From an optimization exercise on the open Yosys and OpenROAD flow, aimed at small area, a short achievable clock period and few clock cycles; shortcuts taken in it are not production practice.
Only simulation tests tie the RTL to the original design; equivalence was not proved.
Power figures rest on the tool's default switching activity, not on a simulated workload.

<file path="flow/config.mk">
export PLATFORM = sky130hd
export DESIGN_NAME = st2play_fx
export DESIGN_NICKNAME = st2play_fx
export VERILOG_FILES = /design/flow/design.v
export SDC_FILE = /design/flow/constraint.sdc
export NUM_CORES = 4
export LEC_CHECK = 0
export CAP_MARGIN = 20
export CORE_MARGIN = 2
export CORE_UTILIZATION = 40
export SLEW_MARGIN = 20
</file>
<file path="flow/constraint.sdc">
create_clock -name core_clock -period 14.0 [get_ports {clk}]
set_input_delay 2.8000 -clock core_clock [delete_from_list [all_inputs] [get_ports {clk}]]
set_output_delay 2.8000 -clock core_clock [all_outputs]
set_load 0.01 [all_outputs]
</file>
<file path="flow/design.v">
module st2fx_div (
    input             clk,
    input             rst,
    input             start,
    input      [1:0]  ch_in,
    input      [7:0]  note,
    input      [7:0]  param,
    input      [1:0]  m,           
    input      [15:0] c2,
    output            free,        
    output            commit,      
    output     [1:0]  commit_ch,
    output     [15:0] result,
    output            commit_in1,  
    output            commit_in2   
);
    localparam [2:0] S_IDLE = 3'd0, S_PREP1 = 3'd1, S_ITERH = 3'd3, S_ITERL = 3'd4;
    reg [2:0]  st;
    reg [2:0]  cnt;
    reg [1:0]  dch;
    reg [4:0]  dn0;
    reg [3:0]  dhi;
    reg [15:0] d;
    reg [17:0] d3;
    reg [4:0]  dlen;
    reg        dzero;
    reg [15:0] r;
    reg [15:0] z;
    reg [7:0]  tlo;
    wire [3:0] k  = (m == 2'd2) ? 4'd0 : (m == 2'd1) ? param[7:4] : param[3:0];
    wire [4:0] n0 = {1'b0, note[3:0]} + {1'b0, k};
    reg  [4:0] c2len;
    integer i;
    always @(*) begin
        c2len = 5'd0;
        for (i = 0; i < 16; i = i + 1)
            if (c2[i]) c2len = i[4:0] + 5'd1;
    end
    wire [14:0] p0;
    wire [1:0]  wrap;
    wire [7:0]  lfo_unused;
    wire        neg_unused;
    st2fx_tables u_tab (
        .n0       (dn0),
        .lfo_idx  (6'd0),
        .p0       (p0),
        .wrap     (wrap),
        .lfo_mag  (lfo_unused),
        .lfo_neg  (neg_unused)
    );
    wire [14:0] p0w   = p0 >> wrap;
    wire [4:0]  p0len = (dn0 == 5'd0 || dn0 == 5'd12 || dn0 == 5'd24) ? 5'd15 : 5'd14;
    wire        short = ({2'd0, dhi} + {4'd0, wrap} + {1'b0, dlen} + 6'd1) >= {1'b0, p0len};
    wire [14:0] tv    = p0w >> dhi;
    wire [19:0] T     = {tv, 5'd0} + {5'd0, tv};
    function [17:0] r4step;    
        input [15:0] rr;
        input [1:0]  b;
        input [15:0] dd;
        input [17:0] dd3;
        reg   [17:0] x;
        reg   [18:0] s1, s2, s3;
        begin
            x  = {rr, b};
            s1 = {1'b0, x} - {3'd0, dd};
            s2 = {1'b0, x} - {2'd0, dd, 1'b0};
            s3 = {1'b0, x} - {1'b0, dd3};
            if (!s3[18])      r4step = {2'd3, s3[15:0]};
            else if (!s2[18]) r4step = {2'd2, s2[15:0]};
            else if (!s1[18]) r4step = {2'd1, s1[15:0]};
            else              r4step = {2'd0, x[15:0]};
        end
    endfunction
    wire [17:0] sa = r4step(r, z[15:14], d, d3);
    wire [17:0] sb = r4step(sa[15:0], z[13:12], d, d3);
    wire [15:0] r_it = sb[15:0];
    wire [15:0] z_it = {z[11:0], sa[17:16], sb[17:16]};
    wire last = (cnt == 3'd1);
    assign commit    = (st == S_ITERL && last) || (st == S_PREP1 && dzero);
    assign commit_ch = dch;
    assign result    = dzero ? 16'hFFFF : z_it;
    assign free      = (st == S_IDLE) || commit;
    reg [2:0] st_nx;
    reg [2:0] cnt_nx;
    always @(*) begin
        st_nx  = st;
        cnt_nx = cnt;
        case (st)
        S_PREP1: begin
            st_nx  = short ? S_ITERL : S_ITERH;
            cnt_nx = short ? 3'd4 : 3'd3;
        end
        S_ITERH: begin
            cnt_nx = cnt - 3'd1;
            if (last) begin st_nx = S_ITERL; cnt_nx = 3'd4; end
        end
        S_ITERL: cnt_nx = cnt - 3'd1;
        default: ;
        endcase
        if (commit) st_nx = S_IDLE;
        if (start) st_nx = S_PREP1;
    end
    wire dzero_nx = start ? (c2 == 16'd0) : dzero;
    assign commit_in1 = (st_nx == S_ITERL && cnt_nx == 3'd1) || (st_nx == S_PREP1 && dzero_nx);
    assign commit_in2 = (st_nx == S_ITERL && cnt_nx == 3'd2);
    always @(posedge clk) begin
        if (rst) begin
            st    <= S_IDLE;
            cnt   <= 3'd0;
            dzero <= 1'b0;
        end else begin
            st    <= st_nx;
            cnt   <= cnt_nx;
            dzero <= dzero_nx;
        end
    end
    always @(posedge clk) begin
        if (start) begin
            dch  <= ch_in;
            dn0  <= n0;
            dhi  <= note[7:4];
            d    <= c2;
            d3   <= {2'd0, c2} + {1'b0, c2, 1'b0};
            dlen <= c2len;
        end
        case (st)
        S_PREP1: begin
            if (short) begin
                r <= {4'd0, T[19:8]};
                z <= {T[7:0], 8'd0};
            end else begin
                r <= 16'd0;
                z <= {T[19:8], 4'd0};
            end
            tlo <= T[7:0];
        end
        S_ITERH: begin
            r <= r_it;
            z <= last ? {tlo, 8'd0} : z_it;
        end
        S_ITERL: begin
            r <= r_it;
            z <= z_it;
        end
        default: ;
        endcase
    end
endmodule
module st2fx_tables (
    input      [4:0]  n0,
    input      [5:0]  lfo_idx,
    output reg [14:0] p0,
    output reg [1:0]  wrap,
    output reg [7:0]  lfo_mag,
    output            lfo_neg
);
    always @(*) begin
        case (n0)
        5'd0: begin p0 = 15'd17080; wrap = 2'd0; end
        5'd1: begin p0 = 15'd16012; wrap = 2'd0; end
        5'd2: begin p0 = 15'd15184; wrap = 2'd0; end
        5'd3: begin p0 = 15'd14236; wrap = 2'd0; end
        5'd4: begin p0 = 15'd13664; wrap = 2'd0; end
        5'd5: begin p0 = 15'd12808; wrap = 2'd0; end
        5'd6: begin p0 = 15'd12008; wrap = 2'd0; end
        5'd7: begin p0 = 15'd11388; wrap = 2'd0; end
        5'd8: begin p0 = 15'd10676; wrap = 2'd0; end
        5'd9: begin p0 = 15'd10248; wrap = 2'd0; end
        5'd10: begin p0 = 15'd9608; wrap = 2'd0; end
        5'd11: begin p0 = 15'd9108; wrap = 2'd0; end
        5'd12: begin p0 = 15'd17080; wrap = 2'd1; end
        5'd13: begin p0 = 15'd16012; wrap = 2'd1; end
        5'd14: begin p0 = 15'd15184; wrap = 2'd1; end
        5'd15: begin p0 = 15'd14236; wrap = 2'd1; end
        5'd16: begin p0 = 15'd13664; wrap = 2'd1; end
        5'd17: begin p0 = 15'd12808; wrap = 2'd1; end
        5'd18: begin p0 = 15'd12008; wrap = 2'd1; end
        5'd19: begin p0 = 15'd11388; wrap = 2'd1; end
        5'd20: begin p0 = 15'd10676; wrap = 2'd1; end
        5'd21: begin p0 = 15'd10248; wrap = 2'd1; end
        5'd22: begin p0 = 15'd9608; wrap = 2'd1; end
        5'd23: begin p0 = 15'd9108; wrap = 2'd1; end
        5'd24: begin p0 = 15'd17080; wrap = 2'd2; end
        5'd25: begin p0 = 15'd16012; wrap = 2'd2; end
        5'd26: begin p0 = 15'd15184; wrap = 2'd2; end
        5'd27: begin p0 = 15'd14236; wrap = 2'd2; end
        5'd28: begin p0 = 15'd13664; wrap = 2'd2; end
        5'd29: begin p0 = 15'd12808; wrap = 2'd2; end
        5'd30: begin p0 = 15'd12008; wrap = 2'd2; end
        default: begin p0 = 15'd0; wrap = 2'd0; end
        endcase
    end
    assign lfo_neg = lfo_idx > 6'd32;
    always @(*) begin
        case (lfo_idx)
        6'd0: lfo_mag = 8'd0;
        6'd1: lfo_mag = 8'd24;
        6'd2: lfo_mag = 8'd49;
        6'd3: lfo_mag = 8'd74;
        6'd4: lfo_mag = 8'd97;
        6'd5: lfo_mag = 8'd120;
        6'd6: lfo_mag = 8'd141;
        6'd7: lfo_mag = 8'd161;
        6'd8: lfo_mag = 8'd180;
        6'd9: lfo_mag = 8'd197;
        6'd10: lfo_mag = 8'd212;
        6'd11: lfo_mag = 8'd224;
        6'd12: lfo_mag = 8'd235;
        6'd13: lfo_mag = 8'd244;
        6'd14: lfo_mag = 8'd250;
        6'd15: lfo_mag = 8'd253;
        6'd16: lfo_mag = 8'd255;
        6'd17: lfo_mag = 8'd253;
        6'd18: lfo_mag = 8'd250;
        6'd19: lfo_mag = 8'd244;
        6'd20: lfo_mag = 8'd235;
        6'd21: lfo_mag = 8'd224;
        6'd22: lfo_mag = 8'd212;
        6'd23: lfo_mag = 8'd197;
        6'd24: lfo_mag = 8'd180;
        6'd25: lfo_mag = 8'd161;
        6'd26: lfo_mag = 8'd141;
        6'd27: lfo_mag = 8'd120;
        6'd28: lfo_mag = 8'd97;
        6'd29: lfo_mag = 8'd74;
        6'd30: lfo_mag = 8'd49;
        6'd31: lfo_mag = 8'd24;
        6'd32: lfo_mag = 8'd0;
        6'd33: lfo_mag = 8'd24;
        6'd34: lfo_mag = 8'd49;
        6'd35: lfo_mag = 8'd74;
        6'd36: lfo_mag = 8'd97;
        6'd37: lfo_mag = 8'd120;
        6'd38: lfo_mag = 8'd141;
        6'd39: lfo_mag = 8'd161;
        6'd40: lfo_mag = 8'd180;
        6'd41: lfo_mag = 8'd197;
        6'd42: lfo_mag = 8'd212;
        6'd43: lfo_mag = 8'd224;
        6'd44: lfo_mag = 8'd235;
        6'd45: lfo_mag = 8'd244;
        6'd46: lfo_mag = 8'd250;
        6'd47: lfo_mag = 8'd253;
        6'd48: lfo_mag = 8'd255;
        6'd49: lfo_mag = 8'd253;
        6'd50: lfo_mag = 8'd250;
        6'd51: lfo_mag = 8'd244;
        6'd52: lfo_mag = 8'd235;
        6'd53: lfo_mag = 8'd224;
        6'd54: lfo_mag = 8'd212;
        6'd55: lfo_mag = 8'd197;
        6'd56: lfo_mag = 8'd180;
        6'd57: lfo_mag = 8'd161;
        6'd58: lfo_mag = 8'd141;
        6'd59: lfo_mag = 8'd120;
        6'd60: lfo_mag = 8'd97;
        6'd61: lfo_mag = 8'd74;
        6'd62: lfo_mag = 8'd49;
        6'd63: lfo_mag = 8'd24;
        default: lfo_mag = 8'd0;
        endcase
    end
endmodule
module st2fx_chan (
    input  [3:0]  cmd,
    input  [7:0]  param,
    input  [15:0] period_cur,
    input  [15:0] period_tgt,
    input  [6:0]  vol_cur,
    input  [6:0]  vol_init,
    input  [7:0]  tporta_mem,
    input  [7:0]  vib_mem,
    input  [5:0]  vib_ph,         
    input  [3:0]  tr_ctr,
    input         tr_state,
    output reg [6:0]  n_vol_cur,
    output     [7:0]  n_tporta_mem,
    output     [7:0]  n_vib_mem,
    output     [5:0]  n_vib_ph,
    output reg [3:0]  n_tr_ctr,
    output reg        n_tr_state,
    output     [2:0]  kind,           
    output     [7:0]  speed,          
    output     [16:0] diff,           
    output     [7:0]  lfo_mag,        
    output            lfo_neg,
    output     [3:0]  depth
);
    localparam [3:0] C_VOL_SLIDE = 4'd4,  C_PORTA_DOWN = 4'd5, C_PORTA_UP = 4'd6,
                     C_TONE_PORTA = 4'd7, C_VIBRATO = 4'd8,    C_TREMOR = 4'd9,
                     C_VS_VIB = 4'd11,    C_VS_TPORTA = 4'd12;
    wire is_trem = (cmd == C_TREMOR);
    wire is_vib  = (cmd == C_VIBRATO) || (cmd == C_VS_VIB);
    wire is_tp   = (cmd == C_TONE_PORTA) || (cmd == C_VS_TPORTA);
    wire is_pm   = (cmd == C_PORTA_DOWN) || (cmd == C_PORTA_UP);
    wire is_vs   = (cmd == C_VOL_SLIDE) || (cmd == C_VS_VIB) || (cmd == C_VS_TPORTA);
    wire [3:0] cr_tr_ctr   = is_trem ? tr_ctr : 4'd0;
    wire       cr_tr_state = is_trem & tr_state;
    wire [5:0] cr_ph       = is_vib ? vib_ph : 6'd0;
    wire [7:0] vs_up = {1'b0, vol_cur} + {4'd0, param[7:4]};
    wire [6:0] vs_vol = (param[3:0] != 4'd0)
                        ? ((vol_cur > {3'd0, param[3:0]}) ? (vol_cur - {3'd0, param[3:0]}) : 7'd0)
                        : ((vs_up > 8'd64) ? 7'd64 : vs_up[6:0]);
    always @(*) begin
        n_tr_ctr   = cr_tr_ctr;
        n_tr_state = cr_tr_state;
        n_vol_cur  = vol_cur;
        if (is_trem) begin
            if (cr_tr_ctr == 4'd0) begin
                n_tr_state = ~cr_tr_state;
                n_vol_cur  = cr_tr_state ? 7'd0 : vol_init;
                n_tr_ctr   = cr_tr_state ? param[3:0] : param[7:4];
            end else
                n_tr_ctr = cr_tr_ctr - 4'd1;
        end else if (is_vs)
            n_vol_cur = vs_vol;
    end
    wire       p_zero = (param == 8'd0) || (cmd == C_VS_VIB) || (cmd == C_VS_TPORTA);
    wire [7:0] tp_eff = p_zero ? tporta_mem : param;
    wire [7:0] vb_eff = p_zero ? vib_mem : param;
    assign n_tporta_mem = (cmd == C_TONE_PORTA) ? tp_eff : tporta_mem;
    assign n_vib_mem    = (cmd == C_VIBRATO) ? vb_eff : vib_mem;
    assign n_vib_ph     = is_vib ? (cr_ph + vb_eff[7:4]) : cr_ph;
    assign speed   = is_pm ? param : tp_eff;
    assign diff    = {1'b0, period_tgt} - {1'b0, period_cur};
    wire [14:0] p0_unused;
    wire [1:0]  wrap_unused;
    st2fx_tables u_tab (
        .n0       (5'd0),
        .lfo_idx  (cr_ph),
        .p0       (p0_unused),
        .wrap     (wrap_unused),
        .lfo_mag  (lfo_mag),
        .lfo_neg  (lfo_neg)
    );
    assign depth   = vb_eff[3:0];
    assign kind    = is_vib ? 3'd4 : is_tp ? 3'd3 : (cmd == C_PORTA_UP) ? 3'd2 :
                     (cmd == C_PORTA_DOWN) ? 3'd1 : 3'd0;
endmodule
module st2fx_chan_b (
    input  [2:0]  kind,
    input  [7:0]  speed,
    input  [16:0] diff,
    input  [7:0]  lfo_mag,
    input         lfo_neg,
    input  [3:0]  depth,
    output        pw,
    output        use_tgt,
    output        clamp,
    output reg [12:0] add,
    output reg        cin
);
    wire [11:0] d10 = {1'b0, speed, 3'd0} + {3'd0, speed, 1'b0};
    wire        up  = ~diff[16];                        
    wire [16:0] adist = up ? diff : (17'd0 - diff);     
    wire [11:0] vmag = lfo_mag * depth;
    assign pw      = (kind != 3'd0);
    assign use_tgt = (kind == 3'd4);
    assign clamp   = (kind == 3'd3) && ({5'd0, d10} >= adist);
    always @(*) begin
        case (kind)
        3'd4: begin
            add = lfo_neg ? ~{7'd0, vmag[11:6]} : {7'd0, vmag[11:6]};
            cin = lfo_neg & (vmag[5:0] == 6'd0);
        end
        3'd3: begin
            add = up ? {1'b0, d10} : ~{1'b0, d10};
            cin = ~up;
        end
        3'd2: begin
            add = ~{1'b0, d10};
            cin = 1'b1;
        end
        default: begin
            add = {1'b0, d10};
            cin = 1'b0;
        end
        endcase
    end
endmodule
module st2play_fx (
    input             clk,
    input             rst_n,
    input             cmd_valid,
    output            cmd_ready,
    input      [3:0]  cmd_op,
    input      [1:0]  cmd_ch,
    input      [31:0] cmd_arg,
    output reg        out_valid,
    output reg [31:0] out_data
);
    localparam [3:0] OP_TICK = 4'd0, OP_ROW = 4'd1, OP_SET_NOTE = 4'd2, OP_SET_PERIOD = 4'd3,
                     OP_SET_VOL = 4'd4, OP_SET_GVOL = 4'd5, OP_GET = 4'd6;
    localparam [3:0] C_VIBRATO = 4'd8, C_TREMOR = 4'd9, C_ARPEGGIO = 4'd10, C_VS_VIB = 4'd11;
    reg rst_q;
    wire rst = ~rst_q;
    reg [3:0]  ev_cmd     [0:3];
    reg [7:0]  ev_param   [0:3];
    reg [15:0] period_cur [0:3];
    reg [15:0] period_tgt [0:3];
    reg [6:0]  vol_cur    [0:3];
    reg [6:0]  vol_init   [0:3];
    reg [7:0]  vol_mix    [0:3];
    reg [7:0]  tporta_mem [0:3];
    reg [7:0]  vib_mem    [0:3];
    reg [5:0]  vib_ph     [0:3];    
    reg [3:0]  tr_ctr     [0:3];
    reg        tr_state   [0:3];
    reg [7:0]  last_note  [0:3];
    reg [15:0] c2spd      [0:3];
    reg [6:0]  gvol;
    reg        rdy;
    reg        cr_v;
    reg [3:0]  cr_op;
    reg [1:0]  cr_ch;
    reg [31:0] cr_arg;
    reg [3:0]  get_ok, wr_ok;
    reg        tick_ok, gvol_ok;
    assign cmd_ready = rdy;
    reg cr_ok;
    always @(*) begin
        case (cr_op)
        OP_TICK:     cr_ok = tick_ok;
        OP_SET_GVOL: cr_ok = gvol_ok;
        OP_GET:      cr_ok = get_ok[cr_ch];
        OP_ROW, OP_SET_NOTE, OP_SET_PERIOD, OP_SET_VOL: cr_ok = wr_ok[cr_ch];
        default:     cr_ok = 1'b1;
        endcase
    end
    wire ex      = cr_v & cr_ok;
    wire tick_ex = ex && (cr_op == OP_TICK);
    wire row_ex  = ex && (cr_op == OP_ROW);
    wire note_ex = ex && (cr_op == OP_SET_NOTE);
    wire per_ex  = ex && (cr_op == OP_SET_PERIOD);
    wire vol_ex  = ex && (cr_op == OP_SET_VOL);
    wire gvol_ex = ex && (cr_op == OP_SET_GVOL);
    wire get_ex  = ex && (cr_op == OP_GET);
    reg        a_v, a_row;
    reg [1:0]  a_ch;
    wire       a_act = tick_ex | a_v;
    wire       a_r   = tick_ex ? cr_arg[8] : a_row;
    wire [6:0]  n_vol_cur;
    wire [7:0]  n_tporta_mem, n_vib_mem;
    wire [5:0]  n_vib_ph;
    wire [3:0]  n_tr_ctr;
    wire        n_tr_state;
    wire [2:0]  a_kind;
    wire [7:0]  a_speed;
    wire [16:0] a_diff;
    wire [7:0]  a_lfo_mag;
    wire        a_lfo_neg;
    wire [3:0]  a_depth;
    st2fx_chan u_chan (
        .cmd          (ev_cmd[a_ch]),
        .param        (ev_param[a_ch]),
        .period_cur   (period_cur[a_ch]),
        .period_tgt   (period_tgt[a_ch]),
        .vol_cur      (vol_cur[a_ch]),
        .vol_init     (vol_init[a_ch]),
        .tporta_mem   (tporta_mem[a_ch]),
        .vib_mem      (vib_mem[a_ch]),
        .vib_ph       (vib_ph[a_ch]),
        .tr_ctr       (tr_ctr[a_ch]),
        .tr_state     (tr_state[a_ch]),
        .n_vol_cur    (n_vol_cur),
        .n_tporta_mem (n_tporta_mem),
        .n_vib_mem    (n_vib_mem),
        .n_vib_ph     (n_vib_ph),
        .n_tr_ctr     (n_tr_ctr),
        .n_tr_state   (n_tr_state),
        .kind         (a_kind),
        .speed        (a_speed),
        .diff         (a_diff),
        .lfo_mag      (a_lfo_mag),
        .lfo_neg      (a_lfo_neg),
        .depth        (a_depth)
    );
    reg        b_v;
    reg [1:0]  b_ch;
    reg [2:0]  b_kind;
    reg [7:0]  b_speed;
    reg [16:0] b_diff;
    reg [7:0]  b_lfo_mag;
    reg        b_lfo_neg;
    reg [3:0]  b_depth;
    reg [6:0]  b_vol;
    wire [13:0] b_mixp = b_vol * gvol;
    wire        bo_pw, bo_use_tgt, bo_clamp, bo_cin;
    wire [12:0] bo_add;
    st2fx_chan_b u_chan_b (
        .kind    (b_kind),
        .speed   (b_speed),
        .diff    (b_diff),
        .lfo_mag (b_lfo_mag),
        .lfo_neg (b_lfo_neg),
        .depth   (b_depth),
        .pw      (bo_pw),
        .use_tgt (bo_use_tgt),
        .clamp   (bo_clamp),
        .add     (bo_add),
        .cin     (bo_cin)
    );
    reg        c_v, c_pw, c_use_tgt, c_clamp, c_cin;
    reg [1:0]  c_ch;
    reg [12:0] c_add;
    wire        c_sel_tgt = c_use_tgt | c_clamp;
    wire [15:0] c_base = c_sel_tgt ? period_tgt[c_ch] : period_cur[c_ch];
    wire [15:0] c_per  = c_base + ({16{~c_clamp}} & {{3{c_add[12]}}, c_add}) + {15'd0, c_cin & ~c_clamp};
    reg  [3:0] arp_todo, dpend, pend;
    reg  [1:0] m_reg;
    wire [3:0] is_arp;
    genvar gc;
    generate for (gc = 0; gc < 4; gc = gc + 1) begin : g_arp
        assign is_arp[gc] = (ev_cmd[gc] == C_ARPEGGIO);
    end endgenerate
    function [1:0] m3add;      
        input [1:0] a, b;
        reg   [1:0] x, y;
        begin
            x = (a == 2'd3) ? 2'd0 : a;
            y = (b == 2'd3) ? 2'd0 : b;
            case ({x, y})
            4'b0000, 4'b0110, 4'b1001: m3add = 2'd0;
            4'b0001, 4'b0100, 4'b1010: m3add = 2'd1;
            default:                   m3add = 2'd2;
            endcase
        end
    endfunction
    wire [1:0] cr_m3 = m3add(m3add(cr_arg[1:0], cr_arg[3:2]), m3add(cr_arg[5:4], cr_arg[7:6]));
    wire       tick_arp = tick_ex & ~cr_arg[8];
    wire [3:0] cand     = tick_arp ? is_arp : arp_todo;
    wire       dv_free;
    wire [1:0] pick     = cand[0] ? 2'd0 : cand[1] ? 2'd1 : cand[2] ? 2'd2 : 2'd3;
    wire       dv_start = dv_free & (|cand);
    wire       dv_commit, dv_in1, dv_in2;
    wire [1:0] dv_ch;
    wire [15:0] dv_result;
    st2fx_div u_div (
        .clk        (clk),
        .rst        (rst),
        .start      (dv_start),
        .ch_in      (pick),
        .note       (last_note[pick]),
        .param      (ev_param[pick]),
        .m          (tick_ex ? cr_m3 : m_reg),
        .c2         (c2spd[pick]),
        .free       (dv_free),
        .commit     (dv_commit),
        .commit_ch  (dv_ch),
        .result     (dv_result),
        .commit_in1 (dv_in1),
        .commit_in2 (dv_in2)
    );
    reg       g1_v, g2_v;
    reg [1:0] g1_ch, g1_sel, g2_ch, g2_sel;
    reg [3:0] pend_nx, dpend_nx, arp_todo_nx, get_ok_nx, wr_ok_nx;
    integer c;
    always @(*) begin
        for (c = 0; c < 4; c = c + 1) begin
            pend_nx[c]  = tick_ex | (pend[c] & ~(c_v && c_ch == c));
            dpend_nx[c] = (tick_arp & is_arp[c]) | (dpend[c] & ~(dv_commit && dv_ch == c));
            arp_todo_nx[c] = cand[c] & ~(dv_start && pick == c);
            get_ok_nx[c] = (~pend_nx[c] | (a_act && a_ch == c) | (b_v && b_ch == c)) &
                           (~dpend_nx[c] | ((dv_in1 | dv_in2) && dv_ch == c));
            wr_ok_nx[c]  = ~pend_nx[c] & ~dpend_nx[c] & ~(get_ex && cr_ch == c);
        end
    end
    wire tick_ok_nx = ~(|pend_nx) & ~(|dpend_nx) & ~(get_ex && cr_ch == 2'd0);
    wire gvol_ok_nx = ~(|pend_nx);
    wire       crv_nx = rdy ? cmd_valid : cr_v;
    wire [3:0] op_nx  = rdy ? cmd_op : cr_op;
    wire [1:0] ch_nx  = rdy ? cmd_ch : cr_ch;
    reg        ok_nx;
    always @(*) begin
        case (op_nx)
        OP_TICK:     ok_nx = tick_ok_nx;
        OP_SET_GVOL: ok_nx = gvol_ok_nx;
        OP_GET:      ok_nx = get_ok_nx[ch_nx];
        OP_ROW, OP_SET_NOTE, OP_SET_PERIOD, OP_SET_VOL: ok_nx = wr_ok_nx[ch_nx];
        default:     ok_nx = 1'b1;
        endcase
    end
    wire [3:0] rw_cmd   = cr_arg[3:0];
    wire [7:0] rw_par   = cr_arg[15:8];
    wire       rw_trem  = (rw_cmd == C_TREMOR);
    wire       rw_vib   = (rw_cmd == C_VIBRATO) || (rw_cmd == C_VS_VIB);
    wire [3:0] rw_trc   = tr_ctr[cr_ch];
    wire       rw_trs   = tr_state[cr_ch];
    always @(posedge clk) rst_q <= rst_n;
    integer j;
    always @(posedge clk) begin
        if (rst) begin
            for (j = 0; j < 4; j = j + 1) begin
                ev_cmd[j]     <= 4'd0;
                ev_param[j]   <= 8'd0;
                period_cur[j] <= 16'd0;
                period_tgt[j] <= 16'd0;
                vol_cur[j]    <= 7'd0;
                vol_init[j]   <= 7'd0;
                vol_mix[j]    <= 8'd0;
                tporta_mem[j] <= 8'd0;
                vib_mem[j]    <= 8'd0;
                vib_ph[j]     <= 6'd0;
                tr_ctr[j]     <= 4'd0;
                tr_state[j]   <= 1'b0;
                last_note[j]  <= 8'd0;
                c2spd[j]      <= 16'd8448;
            end
            gvol     <= 7'd64;
            cr_v     <= 1'b0;
            get_ok   <= 4'hF;
            wr_ok    <= 4'hF;
            tick_ok  <= 1'b1;
            gvol_ok  <= 1'b1;
            a_v      <= 1'b0;
            a_ch     <= 2'd0;
            b_v      <= 1'b0;
            c_v      <= 1'b0;
            pend     <= 4'd0;
            dpend    <= 4'd0;
            arp_todo <= 4'd0;
            g1_v     <= 1'b0;
            g2_v     <= 1'b0;
        end else begin
            cr_v    <= crv_nx;
            get_ok  <= get_ok_nx;
            wr_ok   <= wr_ok_nx;
            tick_ok <= tick_ok_nx;
            gvol_ok <= gvol_ok_nx;
            pend    <= pend_nx;
            dpend   <= dpend_nx;
            arp_todo <= arp_todo_nx;
            if (row_ex) begin
                ev_cmd[cr_ch]   <= rw_cmd;
                ev_param[cr_ch] <= rw_par;
                if (!rw_vib) vib_ph[cr_ch] <= 6'd0;
                if (!rw_trem) begin
                    tr_ctr[cr_ch]   <= 4'd0;
                    tr_state[cr_ch] <= 1'b0;
                end else if (rw_trc == 4'd0) begin
                    tr_state[cr_ch] <= ~rw_trs;
                    vol_cur[cr_ch]  <= rw_trs ? 7'd0 : vol_init[cr_ch];
                    tr_ctr[cr_ch]   <= rw_trs ? rw_par[3:0] : rw_par[7:4];
                end else
                    tr_ctr[cr_ch] <= rw_trc - 4'd1;
            end
            if (note_ex) begin
                last_note[cr_ch] <= cr_arg[7:0];
                c2spd[cr_ch]     <= cr_arg[31:16];
            end
            if (per_ex) begin
                period_cur[cr_ch] <= cr_arg[15:0];
                period_tgt[cr_ch] <= cr_arg[31:16];
            end
            if (vol_ex) begin
                vol_cur[cr_ch]  <= cr_arg[6:0];
                vol_init[cr_ch] <= cr_arg[14:8];
            end
            if (gvol_ex) gvol <= cr_arg[6:0];
            a_v <= a_act && (a_ch != 2'd3);
            if (a_act) begin
                a_ch  <= a_ch + 2'd1;
                a_row <= a_r;
                if (!a_r) begin
                    vol_cur[a_ch]    <= n_vol_cur;
                    tporta_mem[a_ch] <= n_tporta_mem;
                    vib_mem[a_ch]    <= n_vib_mem;
                    vib_ph[a_ch]     <= n_vib_ph;
                    tr_ctr[a_ch]     <= n_tr_ctr;
                    tr_state[a_ch]   <= n_tr_state;
                end
            end
            if (tick_ex) m_reg <= cr_m3;
            b_v <= a_act;
            c_v <= b_v;
            if (b_v) vol_mix[b_ch] <= b_mixp[13:6];
            if (c_v && c_pw) period_cur[c_ch] <= c_per;
            if (dv_commit) period_cur[dv_ch] <= dv_result;
            g1_v <= get_ex;
            g2_v <= g1_v;
        end
    end
    always @(posedge clk) begin
        rdy       <= rst_n & (rst | ~(crv_nx & ~ok_nx));
        out_valid <= rst_n & ~rst & g2_v;
    end
    always @(posedge clk) begin
        if (a_act) begin
            b_ch      <= a_ch;
            b_kind    <= a_r ? 3'd0 : a_kind;
            b_speed   <= a_speed;
            b_diff    <= a_diff;
            b_lfo_mag <= a_lfo_mag;
            b_lfo_neg <= a_lfo_neg;
            b_vol     <= a_r ? vol_cur[a_ch] : n_vol_cur;
            b_depth   <= a_depth;
        end
        if (b_v) begin
            c_ch      <= b_ch;
            c_pw      <= bo_pw;
            c_use_tgt <= bo_use_tgt;
            c_clamp   <= bo_clamp;
            c_add     <= bo_add;
            c_cin     <= bo_cin;
        end
        if (get_ex) begin
            g1_ch  <= cr_ch;
            g1_sel <= cr_arg[1:0];
        end
        g2_ch  <= g1_ch;
        g2_sel <= g1_sel;
        if (rdy) begin
            cr_op  <= cmd_op;
            cr_ch  <= cmd_ch;
            cr_arg <= cmd_arg;
        end
        case (g2_sel)
        2'd0: out_data <= {vol_mix[g2_ch], 1'b0, vol_cur[g2_ch], period_cur[g2_ch]};
        2'd1: out_data <= {9'd0, vol_init[g2_ch], period_tgt[g2_ch]};
        2'd2: out_data <= {tporta_mem[g2_ch], vib_mem[g2_ch], 1'b0, vib_ph[g2_ch], 1'b0,
                           tr_state[g2_ch], 3'd0, tr_ctr[g2_ch]};
        default: out_data <= {c2spd[g2_ch], last_note[g2_ch], 4'd0, ev_cmd[g2_ch]};
        endcase
    end
endmodule
</file>
<file path="flow/run.sh">
#!/bin/bash
# synth_recipe.tcl (not shown) runs the flow's synth.tcl, then flattens the netlist and writes it again
# the make line also repeats each setting of config.mk as NAME=value (left out here)
make -C /OpenROAD-flow-scripts/flow DESIGN_CONFIG=/design/flow/config.mk WORK_HOME=/design/flow/orfs CLKGATE_MAP_FILE= SYNTH_SCRIPT=/design/flow/synth_recipe.tcl finish
</file>
==> impl_metrics.csv, run 1 <==
group,metric,value,unit
outcome,outcome,"finished clean",
worst_setup_path,worstPathRequired,14.43,ns
power,power_density,97.45,nW/um2
global_route,grt_max_degree,61,
timing,period_minus_slack,7.692,ns
clocking,path_clk_slew,0.06,ns
global_route,grt_pass1_vias,39149,
yosys,synthArstFlopShare,0,%
clocking,cts-root-buf,"clkbuf_16",
global_route,grt_antenna_before_repair,4,
timing,tns,0,ns
timing,relSlewSlack,19.96,%
placed_design,gp_congestion,0.9295,
worst_setup_path,cp_max_fo,17,
routing,drt_pre_antenna_iters,6,
global_route,grt_overflow,0,
placed_design,hpwl,125300,um
clocking,ctsHoldBuffers,0,
power,p_leak,0.02219,uW
routing,ant_nets,0,
routing,drt_drc_violations_left,0,
yosys,yosysTopAreaCellShare,38.14,%
yosys,synth_top_cells_by_count,"edfxtp_1, nor2_1, nand2_1, ha_1, inv_1",
run,maxCapViolCount,0,
yosys,synth_top_area_cell,"edfxtp_1",
clocking,cts-buffers-inserted,92,
yosys,ys_warn_count,5,
routing,drt_iter0_markers,4700,
yosys,synth_area,52120,um2
floorplanning,core,129500,um2
final_layout,nets,5208,
yosys,synth_area_per_cell,10.85,um2
worst_setup_path,cp.arrival,8.12,ns
yosys,yosysSeqAreaShare,42.40,%
routing,vias,40551,
timing,fin_skew,0.03228,ns
clocking,tritoncts,"done",
worst_setup_path,reg2reg_slack,6.31,ns
clocking,clock_sinks,773,
timing,hold_slack,0.3354,ns
clocking,htreeDepth,3,
worst_setup_path,critPathLaunchType,"register",
final_layout,drive_gt1_share,13.24,%
floorplanning,die_area,133200,um2
yosys,synth_edf_count,662,
clocking,cts_resized,0,
timing,hold_viol,0,
floorplanning,die_x,365.0,um
timing,final_max_slew_viol_count,0,
clocking,clock_path_buffers,3,
timing,fin_crit_sh,54.94,%
yosys,synth_nets,5187,
floorplanning,die_y,365.0,um
worst_hold_path,hold_class,"reg -> reg",
worst_setup_path,critPathKind,"reg -> reg",
routing,vias_per_cell,6.102,
global_route,grt_usage,25.48,%
worst_setup_path,end_kind,"register",
timing,timing.fmax,130.0,MHz
clocking,postCtsSetupBuffers,0,
yosys,synth_cells,4802,
final_layout,largestRegisters,"c2spd: 64 flops, period_cur: 64 flops, period_tgt: 64 flops",
clocking,clkLatencyLatePin,0.72,ns
yosys,ys_ff_latch,773,
routing,wl,171800,um
yosys,yosysUniqueCellTypes,100,
floorplanning,core.rowCount,132,
floorplanning,start_util,40.25,%
placed_design,port-buffer-count,74,
power,irDropWorstVdd,97.78,uV
routing,wl_per_cell,25.85,um
floorplanning,io_pins,75,
final_layout,syn2layout_area_growth,11.27,%
timing,setup_viol_count_final,0,
timing,rsz0062_at_grt,"false",
timing,tightest_slew,1.184,ns
global_route,grt_pass1_wl,252500,um
yosys,yosysMostFrequentCell,"edfxtp_1",
yosys,ys.flop_type,"edfxtp_1",
yosys,yosys-top-cells-area,"edfxtp_1, mux4_2, ha_1",
-- logic make-up after synthesis --
kind of cell / count (synthesis) / share of synthesized area [%]
simple gates: 1455 / 13.44
fa+ha+maj: 344 / 9.021
flops: 773 / 42.40
xor+xnor: 177 / 2.974
mux: 409 / 14.37
buf+inv: 536 / 3.953
compound gates: 1108 / 13.84
-- critical path, stage by stage (launching register included) --
cell and delay (ns):
edfxtp_1 0.41, inv_1 0.31, ha_1 0.30, nor2b_1 0.15, o31a_1 0.28, o41ai_1 0.59
a211o_1 0.25, nand3_1 0.48, o21ai_0 0.67, nor2_1 0.08, a21oi_1 0.46, ha_1 0.37
nor2b_1 0.15, o31ai_1 0.42, a21oi_1 0.19, o21ai_0 0.34, a31oi_1 0.16, o22ai_1 0.20
o211a_1 0.34, nand3_2 0.38, a211oi_2 0.71, a21oi_1 0.15
-- metal layers --
metal / track usage [%] / vias to the layer above / part of all wire (%)
met2: 40.42 / 1976 / 46
met1: 33.74 / 20036 / 40
met5: 0 / - / 0.0076
met3: 4.210 / 407 / 8.8
li1: - / 18130 / -
met4: 12.97 / 2 / 5.5
-- where the power goes --
group          switching [uW]  total [uW]  leakage (uW)  internal (uW)
clock                    1030        2480       0.00149           1440
sequential               68.6        2630       0.00751           2570
combinational             336         540        0.0132            205
total                    1440        5650        0.0222           4210
-- final cells by class --
type,instances,area [um2]
clock inverters,47,489.2
repair buffers,170,1461
diodes,1,2.502
fillers,12042,71490
clock buffers,126,2585
flip-flops and latches,773,22130
well taps,1742,2180
multi-input cells,3493,28060
inverters,293,1100
-- placed cells by master, fill, tap and decap left out, types with 102 or more instances in the layout --
cell and n:
o21ai_0 263, nor2_1 455, xnor2_1 104, ha_1 291, a21oi_1 240, inv_1 289
edfxtp_1 662, dfxtp_1 102, nand2_1 366, and2_1 102, mux4_2 265
-- path summary, 6_finish.rpt --
path,cells past startpoint,from,to
setup / recovery,21,u_div.d[1]$_DFFE_PN_,period_cur[0][0]$_DFFE_PP_
hold reg to reg,0,g1_sel[1]$_DFFE_PP_,g2_sel[1]$_DFF_P_
setup reg to reg,21,u_div.d[1]$_DFFE_PN_,period_cur[0][0]$_DFFE_PP_
hold / removal,0,g1_sel[1]$_DFFE_PP_,g2_sel[1]$_DFF_P_
-- metrics by stage --
stage	power, uW	cells	setup WS, ns	instance area [um2]	utilization, %
2_1_floorplan	2987	4802	8.379	52120	-
3_3_place_gp	3202	6470	6.224	54900	42.40
3_5_place_dp	3210	6471	6.414	54920	42.41
4_1_cts	5665	6644	6.352	57990	44.79
5_1_grt	5799	6644	5.750	58000	44.79
6_report	5652	6645	6.308	58000	44.79
Testbench counts, summed over its fixed seeds: cycles 12,029.
==> run 2, diff against run 1 <==
--- a/flow/design.v
+++ b/flow/design.v
@@ -12,7 +12,8 @@
     output     [1:0]  commit_ch,
     output     [15:0] result,
     output            commit_in1,  
-    output            commit_in2   
+    output            commit_in2,  
+    output            free_in1     
 );
     localparam [2:0] S_IDLE = 3'd0, S_PREP1 = 3'd1, S_ITERH = 3'd3, S_ITERL = 3'd4;
     reg [2:0]  st;
@@ -103,6 +104,7 @@
     wire dzero_nx = start ? (c2 == 16'd0) : dzero;
     assign commit_in1 = (st_nx == S_ITERL && cnt_nx == 3'd1) || (st_nx == S_PREP1 && dzero_nx);
     assign commit_in2 = (st_nx == S_ITERL && cnt_nx == 3'd2);
+    assign free_in1   = (st_nx == S_IDLE) || commit_in1;
     always @(posedge clk) begin
         if (rst) begin
             st    <= S_IDLE;
@@ -280,7 +282,7 @@
     output reg [3:0]  n_tr_ctr,
     output reg        n_tr_state,
     output     [2:0]  kind,           
-    output     [7:0]  speed,          
+    output     [11:0] d10,            
     output     [16:0] diff,           
     output     [7:0]  lfo_mag,        
     output            lfo_neg,
@@ -321,8 +323,9 @@
     assign n_tporta_mem = (cmd == C_TONE_PORTA) ? tp_eff : tporta_mem;
     assign n_vib_mem    = (cmd == C_VIBRATO) ? vb_eff : vib_mem;
     assign n_vib_ph     = is_vib ? (cr_ph + vb_eff[7:4]) : cr_ph;
-    assign speed   = is_pm ? param : tp_eff;
-    assign diff    = {1'b0, period_tgt} - {1'b0, period_cur};
+    wire [7:0] speed = is_pm ? param : tp_eff;
+    assign d10   = {1'b0, speed, 3'd0} + {3'd0, speed, 1'b0};
+    assign diff  = {1'b0, period_tgt} - {1'b0, period_cur};
     wire [14:0] p0_unused;
     wire [1:0]  wrap_unused;
     st2fx_tables u_tab (
@@ -333,50 +336,54 @@
         .lfo_mag  (lfo_mag),
         .lfo_neg  (lfo_neg)
     );
-    assign depth   = vb_eff[3:0];
-    assign kind    = is_vib ? 3'd4 : is_tp ? 3'd3 : (cmd == C_PORTA_UP) ? 3'd2 :
-                     (cmd == C_PORTA_DOWN) ? 3'd1 : 3'd0;
+    assign depth = vb_eff[3:0];
+    assign kind  = is_vib ? 3'd4 : is_tp ? 3'd3 : (cmd == C_PORTA_UP) ? 3'd2 :
+                   (cmd == C_PORTA_DOWN) ? 3'd1 : 3'd0;
 endmodule
 module st2fx_chan_b (
     input  [2:0]  kind,
-    input  [7:0]  speed,
+    input  [11:0] d10,
     input  [16:0] diff,
     input  [7:0]  lfo_mag,
     input         lfo_neg,
     input  [3:0]  depth,
+    input  [15:0] period_cur,
+    input  [15:0] period_tgt,
     output        pw,
-    output        use_tgt,
-    output        clamp,
-    output reg [12:0] add,
-    output reg        cin
+    output [15:0] period
 );
-    wire [11:0] d10 = {1'b0, speed, 3'd0} + {3'd0, speed, 1'b0};
-    wire        up  = ~diff[16];                        
-    wire [16:0] adist = up ? diff : (17'd0 - diff);     
+    wire        up   = ~diff[16];                       
     wire [11:0] vmag = lfo_mag * depth;
-    assign pw      = (kind != 3'd0);
-    assign use_tgt = (kind == 3'd4);
-    assign clamp   = (kind == 3'd3) && ({5'd0, d10} >= adist);
+    wire [17:0] cov  = up ? ({6'd0, d10} - {diff[16], diff}) : ({6'd0, d10} + {diff[16], diff});
+    wire        clamp = (kind == 3'd3) && !cov[17];
+    reg  [15:0] base;
+    reg  [15:0] add;
+    reg         cin;
     always @(*) begin
+        base = period_cur;
         case (kind)
         3'd4: begin
-            add = lfo_neg ? ~{7'd0, vmag[11:6]} : {7'd0, vmag[11:6]};
-            cin = lfo_neg & (vmag[5:0] == 6'd0);
+            base = period_tgt;
+            add  = lfo_neg ? ~{10'd0, vmag[11:6]} : {10'd0, vmag[11:6]};
+            cin  = lfo_neg & (vmag[5:0] == 6'd0);
         end
         3'd3: begin
-            add = up ? {1'b0, d10} : ~{1'b0, d10};
+            add = up ? {4'd0, d10} : ~{4'd0, d10};
             cin = ~up;
         end
         3'd2: begin
-            add = ~{1'b0, d10};
+            add = ~{4'd0, d10};
             cin = 1'b1;
         end
         default: begin
-            add = {1'b0, d10};
+            add = {4'd0, d10};
             cin = 1'b0;
         end
         endcase
     end
+    wire [15:0] sum = base + add + {15'd0, cin};
+    assign pw     = (kind != 3'd0);
+    assign period = clamp ? period_tgt : sum;
 endmodule
 module st2play_fx (
     input             clk,
@@ -411,30 +418,23 @@
     reg [6:0]  gvol;
     reg        rdy;
     reg        cr_v;
-    reg [3:0]  cr_op;
+    reg        cr_tick, cr_row, cr_note, cr_per, cr_vol, cr_gvol, cr_get;
     reg [1:0]  cr_ch;
     reg [31:0] cr_arg;
     reg [3:0]  get_ok, wr_ok;
     reg        tick_ok, gvol_ok;
     assign cmd_ready = rdy;
-    reg cr_ok;
-    always @(*) begin
-        case (cr_op)
-        OP_TICK:     cr_ok = tick_ok;
-        OP_SET_GVOL: cr_ok = gvol_ok;
-        OP_GET:      cr_ok = get_ok[cr_ch];
-        OP_ROW, OP_SET_NOTE, OP_SET_PERIOD, OP_SET_VOL: cr_ok = wr_ok[cr_ch];
-        default:     cr_ok = 1'b1;
-        endcase
-    end
+    wire cr_wr   = cr_row | cr_note | cr_per | cr_vol;
+    wire cr_ok   = ~(cr_tick & ~tick_ok) & ~(cr_gvol & ~gvol_ok) &
+                   ~(cr_get & ~get_ok[cr_ch]) & ~(cr_wr & ~wr_ok[cr_ch]);
     wire ex      = cr_v & cr_ok;
-    wire tick_ex = ex && (cr_op == OP_TICK);
-    wire row_ex  = ex && (cr_op == OP_ROW);
-    wire note_ex = ex && (cr_op == OP_SET_NOTE);
-    wire per_ex  = ex && (cr_op == OP_SET_PERIOD);
-    wire vol_ex  = ex && (cr_op == OP_SET_VOL);
-    wire gvol_ex = ex && (cr_op == OP_SET_GVOL);
-    wire get_ex  = ex && (cr_op == OP_GET);
+    wire tick_ex = ex & cr_tick;
+    wire row_ex  = ex & cr_row;
+    wire note_ex = ex & cr_note;
+    wire per_ex  = ex & cr_per;
+    wire vol_ex  = ex & cr_vol;
+    wire gvol_ex = ex & cr_gvol;
+    wire get_ex  = ex & cr_get;
     reg        a_v, a_row;
     reg [1:0]  a_ch;
     wire       a_act = tick_ex | a_v;
@@ -445,7 +445,7 @@
     wire [3:0]  n_tr_ctr;
     wire        n_tr_state;
     wire [2:0]  a_kind;
-    wire [7:0]  a_speed;
+    wire [11:0] a_d10;
     wire [16:0] a_diff;
     wire [7:0]  a_lfo_mag;
     wire        a_lfo_neg;
@@ -469,7 +469,7 @@
         .n_tr_ctr     (n_tr_ctr),
         .n_tr_state   (n_tr_state),
         .kind         (a_kind),
-        .speed        (a_speed),
+        .d10          (a_d10),
         .diff         (a_diff),
         .lfo_mag      (a_lfo_mag),
         .lfo_neg      (a_lfo_neg),
@@ -478,34 +478,27 @@
     reg        b_v;
     reg [1:0]  b_ch;
     reg [2:0]  b_kind;
-    reg [7:0]  b_speed;
+    reg [11:0] b_d10;
     reg [16:0] b_diff;
     reg [7:0]  b_lfo_mag;
     reg        b_lfo_neg;
     reg [3:0]  b_depth;
     reg [6:0]  b_vol;
     wire [13:0] b_mixp = b_vol * gvol;
-    wire        bo_pw, bo_use_tgt, bo_clamp, bo_cin;
-    wire [12:0] bo_add;
+    wire        bo_pw;
+    wire [15:0] bo_period;
     st2fx_chan_b u_chan_b (
-        .kind    (b_kind),
-        .speed   (b_speed),
-        .diff    (b_diff),
-        .lfo_mag (b_lfo_mag),
-        .lfo_neg (b_lfo_neg),
-        .depth   (b_depth),
-        .pw      (bo_pw),
-        .use_tgt (bo_use_tgt),
-        .clamp   (bo_clamp),
-        .add     (bo_add),
-        .cin     (bo_cin)
+        .kind       (b_kind),
+        .d10        (b_d10),
+        .diff       (b_diff),
+        .lfo_mag    (b_lfo_mag),
+        .lfo_neg    (b_lfo_neg),
+        .depth      (b_depth),
+        .period_cur (period_cur[b_ch]),
+        .period_tgt (period_tgt[b_ch]),
+        .pw         (bo_pw),
+        .period     (bo_period)
     );
-    reg        c_v, c_pw, c_use_tgt, c_clamp, c_cin;
-    reg [1:0]  c_ch;
-    reg [12:0] c_add;
-    wire        c_sel_tgt = c_use_tgt | c_clamp;
-    wire [15:0] c_base = c_sel_tgt ? period_tgt[c_ch] : period_cur[c_ch];
-    wire [15:0] c_per  = c_base + ({16{~c_clamp}} & {{3{c_add[12]}}, c_add}) + {15'd0, c_cin & ~c_clamp};
     reg  [3:0] arp_todo, dpend, pend;
     reg  [1:0] m_reg;
     wire [3:0] is_arp;
@@ -532,7 +525,7 @@
     wire       dv_free;
     wire [1:0] pick     = cand[0] ? 2'd0 : cand[1] ? 2'd1 : cand[2] ? 2'd2 : 2'd3;
     wire       dv_start = dv_free & (|cand);
-    wire       dv_commit, dv_in1, dv_in2;
+    wire       dv_commit, dv_in1, dv_in2, dv_free1;
     wire [1:0] dv_ch;
     wire [15:0] dv_result;
     st2fx_div u_div (
@@ -549,37 +542,42 @@
         .commit_ch  (dv_ch),
         .result     (dv_result),
         .commit_in1 (dv_in1),
-        .commit_in2 (dv_in2)
+        .commit_in2 (dv_in2),
+        .free_in1   (dv_free1)
     );
-    reg       g1_v, g2_v;
-    reg [1:0] g1_ch, g1_sel, g2_ch, g2_sel;
+    reg       g_v;
+    reg [1:0] g_ch, g_sel;
     reg [3:0] pend_nx, dpend_nx, arp_todo_nx, get_ok_nx, wr_ok_nx;
+    wire      a_v_nx = a_act && (a_ch != 2'd3);
     integer c;
     always @(*) begin
         for (c = 0; c < 4; c = c + 1) begin
-            pend_nx[c]  = tick_ex | (pend[c] & ~(c_v && c_ch == c));
+            pend_nx[c]  = tick_ex | (pend[c] & ~(b_v && b_ch == c));
             dpend_nx[c] = (tick_arp & is_arp[c]) | (dpend[c] & ~(dv_commit && dv_ch == c));
             arp_todo_nx[c] = cand[c] & ~(dv_start && pick == c);
-            get_ok_nx[c] = (~pend_nx[c] | (a_act && a_ch == c) | (b_v && b_ch == c)) &
-                           (~dpend_nx[c] | ((dv_in1 | dv_in2) && dv_ch == c));
-            wr_ok_nx[c]  = ~pend_nx[c] & ~dpend_nx[c] & ~(get_ex && cr_ch == c);
+            get_ok_nx[c] = (~pend_nx[c] | (a_act && a_ch == c)) &
+                           (~dpend_nx[c] | (dv_in1 && dv_ch == c));
+            wr_ok_nx[c]  = ~pend_nx[c] & ~dpend_nx[c];
         end
     end
-    wire tick_ok_nx = ~(|pend_nx) & ~(|dpend_nx) & ~(get_ex && cr_ch == 2'd0);
+    wire tick_ok_nx = ~a_v_nx & ~(|arp_todo_nx) & dv_free1;
     wire gvol_ok_nx = ~(|pend_nx);
     wire       crv_nx = rdy ? cmd_valid : cr_v;
-    wire [3:0] op_nx  = rdy ? cmd_op : cr_op;
+    wire [3:0] op_nx  = cmd_op;
     wire [1:0] ch_nx  = rdy ? cmd_ch : cr_ch;
-    reg        ok_nx;
+    reg        okin_nx;
     always @(*) begin
         case (op_nx)
-        OP_TICK:     ok_nx = tick_ok_nx;
-        OP_SET_GVOL: ok_nx = gvol_ok_nx;
-        OP_GET:      ok_nx = get_ok_nx[ch_nx];
-        OP_ROW, OP_SET_NOTE, OP_SET_PERIOD, OP_SET_VOL: ok_nx = wr_ok_nx[ch_nx];
-        default:     ok_nx = 1'b1;
+        OP_TICK:     okin_nx = tick_ok_nx;
+        OP_SET_GVOL: okin_nx = gvol_ok_nx;
+        OP_GET:      okin_nx = get_ok_nx[ch_nx];
+        OP_ROW, OP_SET_NOTE, OP_SET_PERIOD, OP_SET_VOL: okin_nx = wr_ok_nx[ch_nx];
+        default:     okin_nx = 1'b1;
         endcase
     end
+    wire okcr_nx = ~(cr_tick & ~tick_ok_nx) & ~(cr_gvol & ~gvol_ok_nx) &
+                   ~(cr_get & ~get_ok_nx[cr_ch]) & ~(cr_wr & ~wr_ok_nx[cr_ch]);
+    wire ok_nx = rdy ? okin_nx : okcr_nx;
     wire [3:0] rw_cmd   = cr_arg[3:0];
     wire [7:0] rw_par   = cr_arg[15:8];
     wire       rw_trem  = (rw_cmd == C_TREMOR);
@@ -615,12 +613,10 @@
             a_v      <= 1'b0;
             a_ch     <= 2'd0;
             b_v      <= 1'b0;
-            c_v      <= 1'b0;
             pend     <= 4'd0;
             dpend    <= 4'd0;
             arp_todo <= 4'd0;
-            g1_v     <= 1'b0;
-            g2_v     <= 1'b0;
+            g_v      <= 1'b0;
         end else begin
             cr_v    <= crv_nx;
             get_ok  <= get_ok_nx;
@@ -657,7 +653,7 @@
                 vol_init[cr_ch] <= cr_arg[14:8];
             end
             if (gvol_ex) gvol <= cr_arg[6:0];
-            a_v <= a_act && (a_ch != 2'd3);
+            a_v <= a_v_nx;
             if (a_act) begin
                 a_ch  <= a_ch + 2'd1;
                 a_row <= a_r;
@@ -672,54 +668,50 @@
             end
             if (tick_ex) m_reg <= cr_m3;
             b_v <= a_act;
-            c_v <= b_v;
-            if (b_v) vol_mix[b_ch] <= b_mixp[13:6];
-            if (c_v && c_pw) period_cur[c_ch] <= c_per;
+            if (b_v) begin
+                vol_mix[b_ch] <= b_mixp[13:6];
+                if (bo_pw) period_cur[b_ch] <= bo_period;
+            end
             if (dv_commit) period_cur[dv_ch] <= dv_result;
-            g1_v <= get_ex;
-            g2_v <= g1_v;
+            g_v <= get_ex;
         end
     end
     always @(posedge clk) begin
         rdy       <= rst_n & (rst | ~(crv_nx & ~ok_nx));
-        out_valid <= rst_n & ~rst & g2_v;
+        out_valid <= rst_n & ~rst & g_v;
     end
     always @(posedge clk) begin
         if (a_act) begin
             b_ch      <= a_ch;
             b_kind    <= a_r ? 3'd0 : a_kind;
-            b_speed   <= a_speed;
+            b_d10     <= a_d10;
             b_diff    <= a_diff;
             b_lfo_mag <= a_lfo_mag;
             b_lfo_neg <= a_lfo_neg;
-            b_vol     <= a_r ? vol_cur[a_ch] : n_vol_cur;
             b_depth   <= a_depth;
-        end
-        if (b_v) begin
-            c_ch      <= b_ch;
-            c_pw      <= bo_pw;
-            c_use_tgt <= bo_use_tgt;
-            c_clamp   <= bo_clamp;
-            c_add     <= bo_add;
-            c_cin     <= bo_cin;
+            b_vol     <= a_r ? vol_cur[a_ch] : n_vol_cur;
         end
         if (get_ex) begin
-            g1_ch  <= cr_ch;
-            g1_sel <= cr_arg[1:0];
+            g_ch  <= cr_ch;
+            g_sel <= cr_arg[1:0];
         end
-        g2_ch  <= g1_ch;
-        g2_sel <= g1_sel;
         if (rdy) begin
-            cr_op  <= cmd_op;
-            cr_ch  <= cmd_ch;
-            cr_arg <= cmd_arg;
-        end
-        case (g2_sel)
-        2'd0: out_data <= {vol_mix[g2_ch], 1'b0, vol_cur[g2_ch], period_cur[g2_ch]};
-        2'd1: out_data <= {9'd0, vol_init[g2_ch], period_tgt[g2_ch]};
-        2'd2: out_data <= {tporta_mem[g2_ch], vib_mem[g2_ch], 1'b0, vib_ph[g2_ch], 1'b0,
-                           tr_state[g2_ch], 3'd0, tr_ctr[g2_ch]};
-        default: out_data <= {c2spd[g2_ch], last_note[g2_ch], 4'd0, ev_cmd[g2_ch]};
+            cr_tick <= (cmd_op == OP_TICK);
+            cr_row  <= (cmd_op == OP_ROW);
+            cr_note <= (cmd_op == OP_SET_NOTE);
+            cr_per  <= (cmd_op == OP_SET_PERIOD);
+            cr_vol  <= (cmd_op == OP_SET_VOL);
+            cr_gvol <= (cmd_op == OP_SET_GVOL);
+            cr_get  <= (cmd_op == OP_GET);
+            cr_ch   <= cmd_ch;
+            cr_arg  <= cmd_arg;
+        end
+        case (g_sel)
+        2'd0: out_data <= {vol_mix[g_ch], 1'b0, vol_cur[g_ch], period_cur[g_ch]};
+        2'd1: out_data <= {9'd0, vol_init[g_ch], period_tgt[g_ch]};
+        2'd2: out_data <= {tporta_mem[g_ch], vib_mem[g_ch], 1'b0, vib_ph[g_ch], 1'b0,
+                           tr_state[g_ch], 3'd0, tr_ctr[g_ch]};
+        default: out_data <= {c2spd[g_ch], last_note[g_ch], 4'd0, ev_cmd[g_ch]};
         endcase
     end
 endmodule
==> flow/flow/run.sh (new file) <==
#!/bin/bash
set -euo pipefail
cd "$(dirname "$0")/.."
bash standard.sh SETUP_SLACK_MARGIN=8.5 finish > flow_make.log 2>&1
==> flow/standard.sh (new file) <==
#!/bin/bash
# synth_recipe.tcl (not shown) runs the flow's synth.tcl, then flattens the netlist and writes it again
# the make line also repeats each setting of config.mk as NAME=value (left out here)
make -C /OpenROAD-flow-scripts/flow DESIGN_CONFIG=/design/flow/config.mk WORK_HOME=/design/flow/orfs CLKGATE_MAP_FILE= SYNTH_SCRIPT=/design/flow/synth_recipe.tcl "${@:-finish}"
removed: flow/run.sh
==> impl_metrics.csv, run 2 <==
group,metric,value,unit
yosys,synth_area_per_cell,10.71,um2
floorplanning,io_pins,75,
timing,final_max_slew_viol_count,0,
worst_hold_path,hold_class,"reg -> reg",
yosys,ys.flop_type,"edfxtp_1",
timing,timing.fmax,173.2,MHz
timing,setup_viol_count_final,0,
timing,tns,0,ns
yosys,synth_area,52000,um2
clocking,path_clk_slew,0.06,ns
global_route,grt_max_degree,77,
yosys,yosysMostFrequentCell,"edfxtp_1",
power,power_density,123.2,nW/um2
yosys,yosysUniqueCellTypes,107,
timing,fin_skew,0.03287,ns
global_route,grt_overflow,0,
worst_setup_path,critPathLaunchType,"register",
final_layout,layout_commonest_cell,"edfxtp_1",
global_route,grt_pass1_vias,40017,
routing,vias_per_cell,6.205,
timing,hold_slack,0.4513,ns
worst_setup_path,path_delay_family,"compound AO/OA/AOI/OAI gates",
yosys,synth_nets,5250,
placed_design,hpwl,126300,um
power,seqPwrFrac,37.4,%
outcome,outcome,"finished clean",
timing,tightest_slew,1.218,ns
global_route,grt_pass1_wl,261400,um
routing,wl,180100,um
clocking,htreeDepth,3,
worst_setup_path,cp_max_fo,4,
power,switching_share,32.92,%
final_layout,final_cell_mix,"edfxtp_1, nor2_1, nand2_1, ha_1, inv_1",
timing,rsz0062_at_grt,"true",
routing,wl_per_cell,26.46,um
timing,period_minus_slack,5.774,ns
worst_setup_path,cp.arrival,6.17,ns
worst_setup_path,critPathKind,"reg -> reg",
floorplanning,core,129300,um2
timing,fin_crit_sh,41.24,%
floorplanning,start_util,40.21,%
clocking,cts-buffers-inserted,87,
power,power.internal,4984,uW
clocking,cts-root-buf,"clkbuf_16",
yosys,synth_top_area_cell,"edfxtp_1",
yosys,ys_warn_count,5,
yosys,synth_cells,4855,
worst_setup_path,cp_num_buf_inv,1,
routing,vias,42233,
power,p_clk_share,33.4,%
clocking,tritoncts,"done",
routing,drt_drc_violations_left,0,
routing,drt_pre_antenna_iters,6,
routing,ant_nets,0,
clocking,clkLatencyLatePin,0.68,ns
global_route,grt_usage,26.36,%
yosys,yosys-top-cells-area,"edfxtp_1, mux4_2, ha_1",
worst_setup_path,worstPathRequired,14.40,ns
power,power_frac_comb,29.1,%
final_layout,largestRegisters,"c2spd: 64 flops, period_cur: 64 flops, period_tgt: 64 flops",
run,maxCapViolCount,0,
yosys,yosysTopAreaCellShare,37.71,%
yosys,yosysSeqAreaShare,41.68,%
worst_setup_path,slowest_stage,"fa_1",
yosys,ys_ff_latch,756,
final_layout,syn2layout_area_growth,16.02,%
worst_setup_path,crit_top_cell,"a21o_1",
floorplanning,die_x,364.5,um
clocking,clock_sinks,756,
yosys,synth_top_cells_by_count,"edfxtp_1, nor2_1, nand2_1, ha_1, a21oi_1",
placed_design,port-buffer-count,74,
yosys,synthArstFlopShare,0,%
floorplanning,die_area,132900,um2
global_route,grt_antenna_before_repair,7,
timing,relSlewSlack,18.48,%
timing,hold_viol,0,
power,p_leak,0.02327,uW
placed_design,post-place-ws,7.136,ns
worst_setup_path,critPathMaxStageDelay,0.51,ns
floorplanning,core.rowCount,132,
worst_setup_path,end_kind,"register",
floorplanning,die_y,364.5,um
power,power,7430,uW
timing,setup_slack,8.226,ns
final_layout,drive_gt1_share,19.11,%
power,switchingPower,2446,uW
routing,drt_iter0_markers,5319,
clocking,ctsHoldBuffers,0,
clocking,clock_path_buffers,3,
yosys,synth_edf_count,653,
final_layout,nets,5382,
placed_design,gp_congestion,0.9592,
power,irDropWorstVdd,90.77,uV
==> run 2: metal layers <==
| layer | share of wire [%] | vias up | track usage, % |
|---|---|---|---|
| li1 | - | 18612 | - |
| met1 | 40 | 20849 | 35.62 |
| met2 | 45 | 2315 | 41.22 |
| met3 | 10 | 455 | 5.155 |
| met4 | 5.1 | 2 | 11.51 |
| met5 | 0.011 | - | 0 |
==> run 2: final timing paths <==
kind                   startpoint                     endpoint  slack [ns]  depth (start not counted)
min reg2reg     g_ch[0]$_DFFE_PP_                     register        0.45                          2
max          b_depth[3]$_DFFE_PN_  period_cur[3][15]$_DFFE_PP_        8.23                         25
min             g_ch[0]$_DFFE_PP_                     register        0.45                          2
max reg2reg  b_depth[3]$_DFFE_PN_  period_cur[3][15]$_DFFE_PP_        8.23                         25
==> run 2: layout make-up <==
cell class,count,area (um2)
diodes,3,7.507
clock inverters,43,594.3
well taps,1742,2180
inverters,292,1122
flip-flops and latches,756,21700
multi-input cells,3541,29490
clock buffers,120,2476
repair buffers,309,2763
fillers,11774,68990
==> run 2: kinds of logic after synthesis <==
family,Yosys count,synth area share (%)
flip-flops,756,41.68
AND/OR/NAND/NOR,1515,14.15
adder cells (fa/ha/maj),355,9.303
buffers and inverters,559,4.238
AO/OA/AOI/OAI,1108,13.76
multiplexers,395,14.06
XOR/XNOR,167,2.813
==> run 2: tightest hold or removal path: stages, from the launching register on <==
cell,delay (ns)
edfxtp_1,0.32
nand2_1,0.04
o21ai_0,0.05
==> run 2: timing repair <==
item,CTS,global route
resized for setup,150,171
gates cloned,3,0
pin swaps,89,105
setup endpoints to repair,136,135
endpoints found under the hold margin,0,0
setup buffers,80,56
==> run 2: power by group through the flow <==
stage | logic (uW) | clock network [uW] | registers, uW
final | 2160 | 2480 | 2780
after global routing | 2290 | 2590 | 2800
after CTS | 1990 | 2500 | 2780
after detailed placement | 1860 | 0 | 2830
after global placement | 1850 | 0 | 2820
after floorplan | 1280 | 0 | 2740
==> run 2: metrics by stage <==
| step | utilization, % | instance area, um2 | instances |
|---|---|---|---|
| after floorplan | - | 52090 | 4855 |
| after global placement | 42.31 | 54720 | 6500 |
| after detailed placement | 42.31 | 54720 | 6500 |
| after CTS | 45.70 | 59100 | 6746 |
| after global routing | 46.64 | 60320 | 6803 |
| final | 46.65 | 60330 | 6806 |
Testbench counts of run 2, summed over its fixed seeds: cycles 11,692.

[what the ideal ports hide]
How much do the figures lean on ideal ports? The routed layouts below were timed once more, with nothing changed but the port constraints.
Step 1 (the two cells are an assumption about what drives the block):
set clk [get_ports {clk}]
set_driving_cell -lib_cell sky130_fd_sc_hd__clkbuf_16 $clk
set_driving_cell -lib_cell sky130_fd_sc_hd__buf_2 [delete_from_list [all_inputs] $clk]
Step 2 moves the port delays by t, midway between the first and last clock arrival at a register: inputs arrive t later, outputs are due t later. That takes back most of the time a late clock gives input paths.
Slacks: no drivers / after step 1 / after step 2; pairs: no drivers / after step 1.
run	shift t [ns]	setup slack, ns	clock arrival spread, ns
run 1	0.772	6.308 / 6.308 / 6.308	0.034 / 0.035
run 2	0.738	8.226 / 8.226 / 8.226	0.034 / 0.033
After both steps setup and hold are still met in every run listed.
